Source: an optimization exercise on an open RTL-to-GDS flow (aim: small area). Production flows keep margins and buffers that such runs may drop. In this exercise RTL edits were held to simulation tests only and were not proved equivalent to the original. No activity file was given, so power comes from the tool's default toggle rates.

==> flow/design.v (excerpt) <==
module bitbang_core (
    input  wire        clk,
    input  wire        rst,           
    input  wire [10:0] host_addr,     
    input  wire        host_we,
    input  wire [31:0] host_wdata,
    input  wire        host_re,
    output reg  [31:0] host_rdata,    
    output wire        busy,
    output wire        ev_valid,
    output wire [1:0]  ev_kind,       
    output wire [2:0]  ev_role,
    output wire        ev_level,
    output wire [31:0] ev_dur,
    input  wire        ev_ack,
    input  wire        ev_fault,
    input  wire [7:0]  ev_info,
    input  wire        ev_rlevel
);
export LEC_CHECK = 0
export CAP_MARGIN = 20
export CORE_MARGIN = 2
export CORE_UTILIZATION = 65
export PLACE_DENSITY = 0.75
export SLEW_MARGIN = 20
export SYNTH_HIERARCHICAL = 1
create_clock -name core_clock -period 10.0 [get_ports {clk}]
standard.sh (not shown) runs the stock make flow with config.mk's settings and CLKGATE_MAP_FILE= SYNTH_SCRIPT=/design/flow/synth_recipe.tcl, a recipe that flattens the netlist after the stock synthesis.
==> flow/flow/run.sh <==
#!/bin/bash
# The standard layout (the standard.sh, unchanged synthesis), with two
# options passed to ORFS through its environment:
# - clock tree: clkbuf_16 sink clusters of at most 35 flip-flops within 55 um,
#   without the dummy loads CTS adds to balance the tree;
# - port buffers: sky130_fd_sc_hd__buf_1.
set -euo pipefail
export CTS_ARGS="-sink_clustering_enable -repair_clock_nets -sink_clustering_size 35 -sink_clustering_max_diameter 55 -buf_list sky130_fd_sc_hd__clkbuf_16 -dont_use_dummy_load"
export BUFFER_PORTS_ARGS="-buffer_cell sky130_fd_sc_hd__buf_1"
bash standard.sh > flow.log 2>&1
Change:
==> flow/flow/run.sh (replaced) <==
#!/bin/bash
# The standard layout (the standard.sh, unchanged synthesis), with two
# options passed to ORFS through its environment:
# - clock tree: clkbuf_16 sink clusters of at most 22 flip-flops within 100 um,
#   without the dummy loads CTS adds to balance the tree;
# - port buffers: sky130_fd_sc_hd__buf_1.
set -euo pipefail
export CTS_ARGS="-sink_clustering_enable -repair_clock_nets -sink_clustering_size 22 -sink_clustering_max_diameter 100 -buf_list sky130_fd_sc_hd__clkbuf_16 -dont_use_dummy_load"
export BUFFER_PORTS_ARGS="-buffer_cell sky130_fd_sc_hd__buf_1"
bash standard.sh > flow.log 2>&1
CORE_UTILIZATION = 70   (was 65)
PLACE_DENSITY = 0.8   (was 0.75)
The changed run finished clean.
Register-to-register slack improved by 0.05 ns.
Final cell count came out lower by 2.1%.
Wire length came out higher by 0.41%.
Change:
==> flow/flow/run.sh (replaced) <==
#!/bin/bash
# The standard layout (the standard.sh, unchanged synthesis), with two
# options passed to ORFS through its environment:
# - clock tree: clkbuf_16 sink clusters of at most 35 flip-flops within 55 um,
#   without the dummy loads CTS adds to balance the tree;
# - port buffers: sky130_fd_sc_hd__buf_1.
set -euo pipefail
export CTS_ARGS="-sink_clustering_enable -repair_clock_nets -sink_clustering_size 20 -sink_clustering_max_diameter 35 -buf_list sky130_fd_sc_hd__clkbuf_8 -dont_use_dummy_load"
export BUFFER_PORTS_ARGS="-buffer_cell sky130_fd_sc_hd__buf_1"
bash standard.sh > flow.log 2>&1
Hold slack loses 0.011 ns.
Wire length is about the same.
Worst setup slack gets worse by 0.031 ns.
Die area is unchanged.
Total power came out higher by 4.1%.
Maximum frequency decreases by 0.34%.
Global-route usage increases by 0.12 points.
Register-to-register slack degrades by 0.03 ns.
Clock skew rises by 0.046 ns.
Synthesized cell count does not change.

---

bitbang_core again, from the RTL that the note above started with.
Settings: LEC_CHECK=0, CAP_MARGIN=20, CORE_MARGIN=2, CORE_UTILIZATION=70, PLACE_DENSITY=0.8, SLEW_MARGIN=20, SYNTH_HIERARCHICAL=1; clock period 10.0 ns.
==> flow/flow/run.sh <==
#!/bin/bash
# The standard layout (the standard.sh, unchanged synthesis), with two
# options passed to ORFS through its environment:
# - clock tree: clkbuf_16 sink clusters of at most 35 flip-flops within 55 um,
#   without the dummy loads CTS adds to balance the tree;
# - port buffers: sky130_fd_sc_hd__buf_1.
set -euo pipefail
export CTS_ARGS="-sink_clustering_enable -repair_clock_nets -sink_clustering_size 50 -sink_clustering_max_diameter 55 -buf_list sky130_fd_sc_hd__clkbuf_16 -dont_use_dummy_load"
export BUFFER_PORTS_ARGS="-buffer_cell sky130_fd_sc_hd__buf_1"
bash standard.sh > flow.log 2>&1
==> next run, changes <==
--- a/flow/flow/run.sh
+++ b/flow/flow/run.sh
@@ -4 +4 @@
-# - clock tree: clkbuf_16 sink clusters of at most 35 flip-flops within 55 um,
+# - clock tree: clkbuf_16 sink clusters of at most 30 flip-flops within 50 um,
@@ -8 +8 @@
-export CTS_ARGS="-sink_clustering_enable -repair_clock_nets -sink_clustering_size 50 -sink_clustering_max_diameter 55 -buf_list sky130_fd_sc_hd__clkbuf_16 -dont_use_dummy_load"
+export CTS_ARGS="-sink_clustering_enable -repair_clock_nets -sink_clustering_size 30 -sink_clustering_max_diameter 50 -buf_list sky130_fd_sc_hd__clkbuf_16 -dont_use_dummy_load"
The new run finished clean.
Worst setup slack got worse by 0.034 ns.
Wire length stays flat.
Clock-buffer cell count came out higher by 18.
First-iteration DRC count goes up by 1.3%.
Core utilization increases by 0.33 points.
Hold slack is worse by 0.0031 ns.
Total power goes up by 2.0%.
Global-route usage hardly moves.
Synthesized area is unchanged.
==> next run, changes <==
--- a/flow/flow/run.sh
+++ b/flow/flow/run.sh
@@ -4 +4 @@
-# - clock tree: clkbuf_16 sink clusters of at most 30 flip-flops within 50 um,
+# - clock tree: clkbuf_16 sink clusters of at most 35 flip-flops within 55 um,
@@ -8 +8 @@
-export CTS_ARGS="-sink_clustering_enable -repair_clock_nets -sink_clustering_size 30 -sink_clustering_max_diameter 50 -buf_list sky130_fd_sc_hd__clkbuf_16 -dont_use_dummy_load"
+export CTS_ARGS="-sink_clustering_enable -repair_clock_nets -sink_clustering_size 35 -sink_clustering_max_diameter 55 -buf_list sky130_fd_sc_hd__clkbuf_16 -dont_use_dummy_load"
- CORE_UTILIZATION: 70 -> 75
- PLACE_DENSITY: 0.8 -> 0.85
=> Clock skew fell by 0.0092 ns; sequential cell count stays the same; cell count falls slightly; die area drops by a few percent; critical path depth is unchanged; global-route usage rose by 3.3 points; setup slack loses 0.11 ns.
==> next run, changes <==
--- a/flow/flow/run.sh
+++ b/flow/flow/run.sh
@@ -8 +8 @@
-export CTS_ARGS="-sink_clustering_enable -repair_clock_nets -sink_clustering_size 35 -sink_clustering_max_diameter 55 -buf_list sky130_fd_sc_hd__clkbuf_16 -dont_use_dummy_load"
+export CTS_ARGS="-sink_clustering_enable -repair_clock_nets -sink_clustering_size 35 -sink_clustering_max_diameter 55 -buf_list \"sky130_fd_sc_hd__clkbuf_8 sky130_fd_sc_hd__clkbuf_16\" -dont_use_dummy_load"
- CORE_UTILIZATION: 75 -> 70
- PLACE_DENSITY: 0.85 -> 0.8
Global-route usage goes down by 3.3 points.
Sequential share of layout area barely changes.
Clock skew climbs by 0.0035 ns.

---

v15:
bitbang_core again, from the RTL that the note above started with.
clock: 10.0 ns
lec_check: 0
cap_margin: 20
core_margin: 2
core_utilization: 70
place_density: 0.8
slew_margin: 20
synth_hierarchical: 1
==> flow/flow/run.sh <==
#!/bin/bash
# The standard layout (the standard.sh, unchanged synthesis), with two
# options passed to ORFS through its environment:
# - clock tree: clkbuf_16 sink clusters of at most 35 flip-flops within 55 um,
#   without the dummy loads CTS adds to balance the tree;
# - port buffers: sky130_fd_sc_hd__buf_1.
set -euo pipefail
export CTS_ARGS="-sink_clustering_enable -repair_clock_nets -sink_clustering_size 35 -sink_clustering_max_diameter 62 -buf_list sky130_fd_sc_hd__clkbuf_16 -dont_use_dummy_load"
export BUFFER_PORTS_ARGS="-buffer_cell sky130_fd_sc_hd__buf_1"
bash standard.sh > flow.log 2>&1
v15 reached the end of the flow, and the finished layout is clean on the timing, design-rule and antenna checks.
Inputs modified between v15 and v38:
--- a/flow/flow/run.sh
+++ b/flow/flow/run.sh
@@ -4 +4 @@
-# - clock tree: clkbuf_16 sink clusters of at most 35 flip-flops within 55 um,
+# - clock tree: clkbuf_16 sink clusters of at most 27 flip-flops within 85 um,
@@ -8 +8 @@
-export CTS_ARGS="-sink_clustering_enable -repair_clock_nets -sink_clustering_size 35 -sink_clustering_max_diameter 62 -buf_list sky130_fd_sc_hd__clkbuf_16 -dont_use_dummy_load"
+export CTS_ARGS="-sink_clustering_enable -repair_clock_nets -sink_clustering_size 27 -sink_clustering_max_diameter 85 -buf_list sky130_fd_sc_hd__clkbuf_16 -dont_use_dummy_load"
Findings:
v15 finished end to end and its layout was clean on timing, DRC and antenna. v38 finished every step from synthesis to the final layout, and the layout passed the timing, design-rule and antenna checks. Summary: with v15 as the reference, total wire length after detailed routing in v38 moved down slightly. Worst setup slack after layout sits higher in v38 than in v15. v38 against v15: largest incremental delay on the critical path has remained practically unchanged; power share of the combinational group has increased. Sort v38 and v15 by first-pass GRT wire length desc -> top: v15. Hold slack improves in v38 relative to v15.
Input changes introduced in v52 (baseline for comparison: v38):
--- a/flow/flow/run.sh
+++ b/flow/flow/run.sh
@@ -4 +4 @@
-# - clock tree: clkbuf_16 sink clusters of at most 27 flip-flops within 85 um,
+# - clock tree: clkbuf_16 sink clusters of at most 25 flip-flops within 80 um,
@@ -8 +8 @@
-export CTS_ARGS="-sink_clustering_enable -repair_clock_nets -sink_clustering_size 27 -sink_clustering_max_diameter 85 -buf_list sky130_fd_sc_hd__clkbuf_16 -dont_use_dummy_load"
+export CTS_ARGS="-sink_clustering_enable -repair_clock_nets -sink_clustering_size 25 -sink_clustering_max_diameter 80 -buf_list sky130_fd_sc_hd__clkbuf_16 -dont_use_dummy_load"
==> comparison <==
- Every stage of the flow completed for v52, and the final layout passed the timing, design-rule and antenna checks.
- Compared with v38, in v52 number of detailed-route iterations in the first pass went down by 4, total routed wire length on the met1 layer was more or less identical, final hold slack went down by 5.1 ps, final cell count was more or less identical.
- Worst setup slack (lower): v52
- The number of buffers other than clock buffers in the final layout of v52 falls short of that of v38 by about 0.44%.
- Area of all placed cells without fillers: v38 vs v52, no meaningful difference
- Diff v38 -> v52: post-layout minimum cycle time shows an increase of 86 ps, wire length shows no meaningful change, count of clock-buffer cells in the layout shows an increase of 8.
- On overall via count from detail_route, v52 tracks v38 almost exactly.
- v38 vs v52, top metal layer carrying routed signals: met5 vs met4
### v52 -> v18
--- a/flow/flow/run.sh
+++ b/flow/flow/run.sh
@@ -4 +4 @@
-# - clock tree: clkbuf_16 sink clusters of at most 25 flip-flops within 80 um,
+# - clock tree: clkbuf_16 sink clusters of at most 35 flip-flops within 55 um,
@@ -8 +8 @@
-export CTS_ARGS="-sink_clustering_enable -repair_clock_nets -sink_clustering_size 25 -sink_clustering_max_diameter 80 -buf_list sky130_fd_sc_hd__clkbuf_16 -dont_use_dummy_load"
+export CTS_ARGS="-sink_clustering_enable -repair_clock_nets -sink_clustering_size 35 -sink_clustering_max_diameter 55 -buf_list sky130_fd_sc_hd__clkbuf_16 -dont_use_dummy_load"
Results
- Having completed the whole flow, v52 delivered a layout that passed the timing, design-rule and antenna checks.
- v18 reached the final stage; the timing, design-rule and antenna checks on its layout passed.
- Looking at final wirelength across v18 and v52, the one that comes out lower is v52.
- Compared with v52, in v18 sequential cell count flat; power increased about 3.5%; share of cells above drive strength 1 up 0.50 points.
#### Input delta (v24 over v18)
--- a/flow/flow/run.sh
+++ b/flow/flow/run.sh
@@ -6 +6 @@
-# - port buffers: sky130_fd_sc_hd__buf_1.
+# - port buffers: sky130_fd_sc_hd__buf_2.
@@ -9 +9 @@
-export BUFFER_PORTS_ARGS="-buffer_cell sky130_fd_sc_hd__buf_1"
+export BUFFER_PORTS_ARGS="-buffer_cell sky130_fd_sc_hd__buf_2"
Findings:
Comparing v18 and v24, the lower setup slack was measured on v18.
v18 → v24: number of non-clock buffers went up by 14, worst hold margin has decreased, register share of the cell area lost 0.24 points, clock skew went up.
Diff v18 -> v24: number of vias per cell after detailed routing fell by 0.045; total wire length saw an increase; wire length of the first global-routing pass ~0 delta; final instance count without filler cells roughly the same.
In terms of fraction of power consumed by combinational cells, v24 and v18 differ only marginally.

## afterwards: timing with drivers on the ports
How much do the figures lean on ideal ports? The routed layouts below were timed once more, with nothing changed but the port constraints. Step 1, drivers: a clkbuf_16 drives clk and a buf_2 each remaining input, both assumed. Step 2 moves the port delays by t, midway between the first and last clock arrival at a register: inputs arrive t later, outputs are due t later. That takes back most of the time a late clock gives input paths. Three values: no drivers, after step 1, after step 2; two values: the first two.
run | shift t [ns] | slack for setup (ns) | worst setup path at the end | slew at the worst register clock pin (ns) | worst slew at a driven data input, ns
the first run of note 1 | 0.863 | 0.907 / 0.907 / 0.907 | register to register | 0.11 / 0.11 | 0.18
the second run of note 1 | 0.847 | 0.960 / 0.960 / 0.960 | register to register | 0.10 / 0.10 | 0.16
the third run of note 1 | 1.091 | 0.929 / 0.929 / 0.929 | register to register | 0.10 / 0.10 | 0.16
the first run of note 2 | 0.853 | 0.941 / 0.941 / 0.941 | register to register | 0.10 / 0.10 | 0.19
the second run of note 2 | 0.873 | 0.906 / 0.906 / 0.906 | register to register | 0.10 / 0.10 | 0.17
the third run of note 2 | 0.867 | 0.800 / 0.800 / 0.800 | register to register | 0.12 / 0.12 | 0.15
the fourth run of note 2 | 0.853 | 0.941 / 0.941 / 0.941 | register to register | 0.10 / 0.10 | 0.19
v15 | 0.850 | 0.963 / 0.963 / 0.963 | register to register | 0.11 / 0.11 | 0.17
v38 | 0.814 | 0.986 / 0.986 / 0.986 | register to register | 0.11 / 0.11 | 0.16
v52 | 0.836 | 0.900 / 0.900 / 0.900 | register to register | 0.10 / 0.10 | 0.16
v18 | 0.853 | 0.941 / 0.941 / 0.941 | register to register | 0.10 / 0.10 | 0.19
v24 | 0.860 | 1.037 / 1.037 / 1.037 | register to register | 0.12 / 0.12 | 0.12
After both steps setup and hold are still met in every run listed.
